Source: an optimization exercise on an open RTL-to-GDS flow (aim: small area, a short achievable clock period and few clock cycles). Production flows keep margins and buffers that such runs may drop. Only simulation tests tie the RTL to the original design; equivalence was not proved. No activity file was given, so power comes from the tool's default toggle rates.

==> design/flow/design.v <==
module prng_sampler (
    input  wire        clk,
    input  wire        rst,           
    input  wire        cmd_valid,
    output wire        cmd_ready,
    input  wire [2:0]  cmd_op,
    input  wire [1:0]  cmd_gen,
    input  wire [31:0] cmd_a,
    input  wire [31:0] cmd_b,
    output reg         rsp_valid,
    output reg  [31:0] rsp_data,
    output reg  [1:0]  rsp_status
);
    localparam OP_SET = 3'd0, OP_GET = 3'd1, OP_NEXT = 3'd2, OP_UNIFORM = 3'd3;
    localparam G_XS = 2'd0, G_MINSTD = 2'd1, G_MARS = 2'd2, G_SHIFT = 2'd3;
    localparam ST_OK = 2'd0, ST_PARAM = 2'd1, ST_BAD = 2'd2;
    localparam S_IDLE = 2'd0, S_THRESH = 2'd1, S_DRAW = 2'd2, S_MOD = 2'd3;
    localparam [31:0] M31 = 32'h7FFF_FFFF;
    reg [31:0] xs_state, minstd_state, mars_state;
    reg [4:0]  sh_a, sh_b, sh_c;
    reg [1:0]  state;
    reg [1:0]  gen;
    reg [31:0] lower;
    reg [31:0] range;
    reg [31:0] thresh;
    reg [32:0] rem;       
    reg [31:0] quo;       
    reg [5:0]  cnt;
    assign cmd_ready = (state == S_IDLE);
    function [31:0] xs_step(input [31:0] s_in, input [4:0] a, input [4:0] b, input [4:0] c);
        reg [31:0] s;
        begin
            s = s_in;
            s = s ^ (s << a);
            s = s ^ (s >> b);
            s = s ^ (s << c);
            xs_step = s;
        end
    endfunction
    function [31:0] lcg_step(input [31:0] x, input [17:0] mult, input [31:0] add);
        reg [49:0] p;
        reg [31:0] s;
        reg [31:0] t;
        begin
            p = mult * x + add;
            s = {13'd0, p[49:31]} + {1'b0, p[30:0]};
            t = {1'b0, s[30:0]} + {31'd0, s[31]};
            if (t == M31)
                t = 32'd0;
            lcg_step = t;
        end
    endfunction
    wire [31:0] xs_nx     = xs_step(xs_state, sh_a, sh_b, sh_c);
    wire [31:0] minstd_nx = lcg_step(minstd_state, 18'd48271, 32'd0);
    wire [31:0] mars_nx   = lcg_step(mars_state, 18'd69069, 32'd362437);
    wire [1:0]  dsel = (state == S_IDLE) ? cmd_gen : gen;
    reg  [31:0] draw;
    always @(*) begin
        case (dsel)
            G_XS:     draw = xs_nx;
            G_MINSTD: draw = minstd_nx;
            default:  draw = mars_nx;
        endcase
    end
    wire [32:0] rem_sh  = {rem[31:0], quo[31]};
    wire [33:0] rem_sub = {1'b0, rem_sh} - {2'b0, range};
    wire [32:0] rem_nx  = rem_sub[33] ? rem_sh : rem_sub[32:0];
    wire accept = cmd_valid && cmd_ready;
    wire [31:0] cmd_range = cmd_b - cmd_a;
    always @(posedge clk) begin
        if (rst) begin
            xs_state     <= 32'd0;
            minstd_state <= 32'd0;
            mars_state   <= 32'd0;
            sh_a         <= 5'd1;
            sh_b         <= 5'd3;
            sh_c         <= 5'd10;
            state        <= S_IDLE;
            rsp_valid    <= 1'b0;
            rsp_data     <= 32'd0;
            rsp_status   <= ST_OK;
            gen          <= 2'd0;
            lower        <= 32'd0;
            range        <= 32'd0;
            thresh       <= 32'd0;
            rem          <= 33'd0;
            quo          <= 32'd0;
            cnt          <= 6'd0;
        end else begin
            rsp_valid <= 1'b0;
            case (state)
            S_IDLE: if (accept) begin
                rsp_data   <= 32'd0;
                rsp_status <= ST_OK;
                case (cmd_op)
                OP_SET: begin
                    rsp_valid <= 1'b1;
                    case (cmd_gen)
                        G_XS:     xs_state     <= cmd_a;
                        G_MINSTD: minstd_state <= cmd_a;
                        G_MARS:   mars_state   <= cmd_a;
                        default: begin
                            sh_a <= cmd_a[4:0];
                            sh_b <= cmd_a[12:8];
                            sh_c <= cmd_a[20:16];
                        end
                    endcase
                end
                OP_GET: begin
                    rsp_valid <= 1'b1;
                    case (cmd_gen)
                        G_XS:     rsp_data <= xs_state;
                        G_MINSTD: rsp_data <= minstd_state;
                        G_MARS:   rsp_data <= mars_state;
                        default:  rsp_data <= {11'd0, sh_c, 3'd0, sh_b, 3'd0, sh_a};
                    endcase
                end
                OP_NEXT: begin
                    rsp_valid <= 1'b1;
                    if (cmd_gen == G_SHIFT) begin
                        rsp_status <= ST_BAD;
                    end else begin
                        rsp_data <= draw;
                        case (cmd_gen)
                            G_XS:     xs_state     <= xs_nx;
                            G_MINSTD: minstd_state <= minstd_nx;
                            default:  mars_state   <= mars_nx;
                        endcase
                    end
                end
                OP_UNIFORM: begin
                    if (cmd_gen == G_SHIFT) begin
                        rsp_valid  <= 1'b1;
                        rsp_status <= ST_BAD;
                    end else if (cmd_a > cmd_b) begin
                        rsp_valid  <= 1'b1;
                        rsp_status <= ST_PARAM;
                    end else if (cmd_range == 32'd0) begin
                        rsp_valid  <= 1'b1;
                        rsp_data   <= cmd_a;
                    end else begin
                        gen   <= cmd_gen;
                        lower <= cmd_a;
                        range <= cmd_range;
                        rem   <= 33'd0;
                        quo   <= 32'd0 - cmd_range;
                        cnt   <= 6'd0;
                        state <= S_THRESH;
                    end
                end
                default: begin
                    rsp_valid  <= 1'b1;
                    rsp_status <= ST_BAD;
                end
                endcase
            end
            S_THRESH: begin
                rem <= rem_nx;
                quo <= {quo[30:0], 1'b0};
                cnt <= cnt + 6'd1;
                if (cnt == 6'd31) begin
                    thresh <= rem_nx[31:0];
                    state  <= S_DRAW;
                end
            end
            S_DRAW: begin
                case (gen)
                    G_XS:     xs_state     <= xs_nx;
                    G_MINSTD: minstd_state <= minstd_nx;
                    default:  mars_state   <= mars_nx;
                endcase
                if (draw >= thresh) begin
                    rem   <= 33'd0;
                    quo   <= draw;
                    cnt   <= 6'd0;
                    state <= S_MOD;
                end
            end
            S_MOD: begin
                rem <= rem_nx;
                quo <= {quo[30:0], 1'b0};
                cnt <= cnt + 6'd1;
                if (cnt == 6'd31) begin
                    rsp_valid <= 1'b1;
                    rsp_data  <= lower + rem_nx[31:0];
                    state     <= S_IDLE;
                end
            end
            endcase
        end
    end
endmodule
==> design/flow/run.sh <==
#!/bin/bash
# synth_recipe.tcl (not shown) runs the flow's synth.tcl, then flattens the netlist and writes it again
# the make line also repeats each setting of config.mk as NAME=value (left out here)
make -C /OpenROAD-flow-scripts/flow DESIGN_CONFIG=/design/flow/config.mk WORK_HOME=/design/flow/orfs CLKGATE_MAP_FILE= SYNTH_SCRIPT=/design/flow/synth_recipe.tcl finish
==> design/flow/config.mk <==
export PLATFORM = sky130hd
export DESIGN_NAME = prng_sampler
export DESIGN_NICKNAME = prng_sampler
export VERILOG_FILES = /design/flow/design.v
export SDC_FILE = /design/flow/constraint.sdc
export NUM_CORES = 4
export LEC_CHECK = 0
export CAP_MARGIN = 20
export CORE_MARGIN = 2
export CORE_UTILIZATION = 40
export PLACE_DENSITY = 0.6
export SLEW_MARGIN = 20
==> design/flow/constraint.sdc <==
create_clock -name core_clock -period 17.0 [get_ports {clk}]
set_input_delay 3.4000 -clock core_clock [delete_from_list [all_inputs] [get_ports {clk}]]
set_output_delay 3.4000 -clock core_clock [all_outputs]
set_load 0.01 [all_outputs]
==> summary.md <==
| Metric | Value |
|---|---|
| Status | complete, no violations |
| PortBufs | 107 |
| WS Path Type | reg2reg |
| Final Hold Violating Endpoints | 0 |
| First-pass GRT wire length | 362,000 um |
| Worst Slack Setup Final | around 800 ps |
| Top cell type's share of synthesized area | about 15% |
| Root Buffer Master | clkbuf_16 |
| Total track usage | 34.6% |
| DR WL/cell | approximately 29 um |
| M1 GR Usage | between 40% and 50% |
| Power density over the cells | approximately 230 mW/mm^2 |
| FP Rows | about 140 |
| Sink Count | around 320 |
| Iteration-0 DRC Markers | roughly 8,000 |
| WL final | 252,000 um |
| GPL Wtd Cong | 1.10 |
| HPWL Detailed | 201,000 um |
| Initial Util | 40.2% |
| Area leader, netlist | fa_1 |
| DP Area | roughly 0.059 mm^2 |
| Relative slew margins | 8.12% |
| Sequential-to-total area share from yosys stat | 11.5% |
| Layout cells sized above 1 | 8.88% |
| Post-synth EDFFs | 0 |
| Routed via count | about 57,000 |
| Synth Net Count | ~8,000 |
| Worst Tran Pin Value | around 1400 ps |
| Vias in the first global route | roughly 52,000 |
| CTS tree | yes |
| Die width | about 380 um |
| Max clock buf depth | 3 |
| Yosys cell types | around 130 |
| Most instantiated cells after synthesis | 789 x inv_1, 601 x ha_1, 597 x nand2_1 |
| Mapped Cells | between 6,000 and 7,000 |
| Buf/Inv on CP | 7 |
| Mapped Area | between 0.05 and 0.06 mm^2 |
| Clock slew at reported path FFs | about 60 ps |
| H-Tree Depth | 2 |
| Synth Register Bits | about 320 |
| Die Ht | roughly 380 um |
| Final min period | approximately 16,000 ps |
| Worst vdd ir | 0.372 mV |
| GR peak layer | met2 |
| Die area | about 0.14 mm^2 |
| Data arrival, critical path | between 15,000 and 20,000 ps |
| Hold slack | around 450 ps |
| Critical path's most frequent cell | a21o_1 |
| Element type at the critical path start | flip-flop |
| Final non-filler cell area | roughly 0.06 mm^2 |
| Largest cells by area after synthesis | fa_1 15%, ha_1 14%, dfxtp_1 11% |
| Initial antenna violation count | 21 |
| Fin. max-slew vios | 0 |
| Pleak | ~27 nW |
| Ys async rst share | 0% |
| Mean Syn Cell Area | 7.98 um^2 |
| Final Util | 44.3% |
| Largest net degree at the start of global routing | 70 |
| CP delay by family, top | compound AO/OA/AOI/OAI gates |
| Max Freq | 61.7 MHz |
| Ys Warns | 1 |
| Part of the cycle the worst path needs | 95.3% |
| Clock Skews | between 50 and 60 ps |
| Placed cells | about 8,700 |
| IO Count | ~110 |
| Hold Crit Class | reg2reg |
| Most frequent cell after synthesis | inv_1 |
| Area Growth Syn to Fin | 10.2% |
| Maximum fanout along the worst path | 10 |
| Core area | about 0.14 mm^2 |
| Setup TNS | 0 ps |
| Max incr delay on CP | 600 ps |
| Drt drc | 0 |
| TritonCTS Buffers | 42 |
| Hold depth | 2 |
| Clock Latency Late Sink | 650 ps |
| Remaining Overflow, GRT | 0 |
| Final setup fails | 0 |
| Routed Antenna Nets | 0 |
| Stages on the worst setup path | 68 |
| CP max-delay cell | fa_1 |
| GRT met2 Usage | between 50 and 60% |
| GR Util met3 | under 10% |
| Power Total | roughly 14 mW |
| MaxCap Viol Count | 0 |
| Worst Reg-to-Reg Cells | 68 |
| Post-Layout Cell Count | between 8,000 and 9,000 |
| Drt pass-1 iters | 10 |
| Hold-fix buffers at CTS | 0 |
| Worst path required time | about 18,000 ps |
| Crit end category | flip-flop |
| Pre-CTS WS | -117 ps |
| DR vias/cell | about 6.4 |
| Top_reg_cell synth | dfxtp_1 |
| Nets | 8,057 |
==> repair_timing <==
| action | in CTS | in global routing |
|---|---|---|
| setup buffers | 1 | 19 |
| gates resized for setup | 3 | 60 |
| endpoints found under the setup margin | 62 | 72 |
| pin swaps | 1 | 16 |
| cloned | 0 | 2 |
==> report_power, final <==
group / switching [mW] / total (mW) / leakage, nW / internal, mW
Sequential: 0.136 / 0.967 / 2.57 / 0.832
Combinational: 8.04 / 12.2 / 23.6 / 4.16
Clock: 0.412 / 0.973 / 0.704 / 0.561
Total: 8.59 / 14.1 / 26.9 / 5.55
==> logic make-up (layout without fill, tap and decap cells) <==
group	count (synthesis)	after routing	share of synthesized area, %
adder cells (fa/ha/maj)	1008	1008	28.4
XOR/XNOR	353	353	5.66
AND/OR/NAND/NOR	2042	2042	18.2
multiplexers	220	220	5.40
flip-flops	316	316	11.5
buffers and inverters	1134	1230	8.10
other	0	16	0
AO/OA/AOI/OAI	1836	1838	22.8
==> state kept, by name, summed over array words and instances (netlist names) <==
register and flops:
state 2, range 32, sh_c 5, rsp_valid 1
cnt 6, mars_state 32, rsp_status 2, rsp_data 32
lower 32, minstd_state 32, xs_state 32, gen 2
rem 32, quo 32, sh_b 5, sh_a 5
thresh 32
==> cell usage in the layout (no fill, tap or decap), drive strengths merged, types with 69 or more instances in the layout <==
master | synthesis | layout
fa | 407 | 407
and3 | 69 | 69
a21oi | 439 | 439
ha | 601 | 601
nand2b | 78 | 78
inv | 790 | 789
buf | 86 | 258
nor2 | 508 | 508
mux2i | 120 | 120
nand2 | 597 | 597
a31oi | 115 | 115
xnor2 | 229 | 229
nor3 | 151 | 151
clkdlybuf4s50 | 0 | 104
a211oi | 121 | 121
o211ai | 91 | 91
or3 | 74 | 74
dfxtp | 316 | 316
nand3 | 149 | 149
o21ai | 332 | 334
xor2 | 123 | 123
a21o | 101 | 101
==> path summary, 6_finish.rpt <==
check	startpoint	endpoint	slack (ps)
worst max register to register	minstd_state[8]	quo[20]	800
worst min-delay path	range[28]	range[28]	450
worst min register to register	range[28]	range[28]	450
worst max-delay path	minstd_state[8]	quo[20]	800
==> worst register-to-register path, delay by kind of cell, from the launching register on <==
| family | cells | cell delay (ps) |
|---|---|---|
| multiplexers | 1 | 140 |
| buffers and inverters | 7 | 920 |
| adder cells (fa/ha/maj) | 11 | 4560 |
| AND/OR/NAND/NOR | 15 | 3760 |
| XOR/XNOR | 2 | 530 |
| AO/OA/AOI/OAI | 32 | 5830 |
| flip-flops | 1 | 360 |
==> routing by layer <==
metal	share of wire [%]	up-vias
met1	42	27500
met5	0.14	-
met2	41	3349
li1	-	24900
met4	6.3	16
met3	11	765
==> area by class of cell <==
type / count / area (um^2)
fill: 13800 / 76400
tap: 1794 / 2240
antenna: 16 / 40.0
clock buffer: 54 / 1160
sequential: 316 / 6340
clock inverter: 20 / 302
inverter: 794 / 2980
multi-input combinational: 5461 / 44700
timing repair buffer: 362 / 3000
Testbench counts, summed over its fixed seeds: cycles 188,992.

-- re-timing with driven ports --
No port has a modelled driver above. Below, the same layout with a new extraction and two added sets of constraints. Step 1, drivers: a clkbuf_16 drives clk and a buf_2 each remaining input, both assumed. Step 2 times the ports against the registers' clock, not the clock port: input delays grow and output delays shrink by t, the midpoint of the rising clock arrivals with the driver on. Slacks: ideal / step 1 / step 2; pairs: ideal / step 1.
t, ns: 0.712
setup WS [ns]: 0.799 / 0.799 / 0.799
worst hold slack (ns): 0.455 / 0.455 / 0.455
worst slew at a driven data input, ns: 0.18
pins driven straight from the clock port: 1
After both steps setup and hold are still met in this run. For this run, drivers alone change the setup slack by 0.000 ns; drivers and shift together by 0.000 ns.
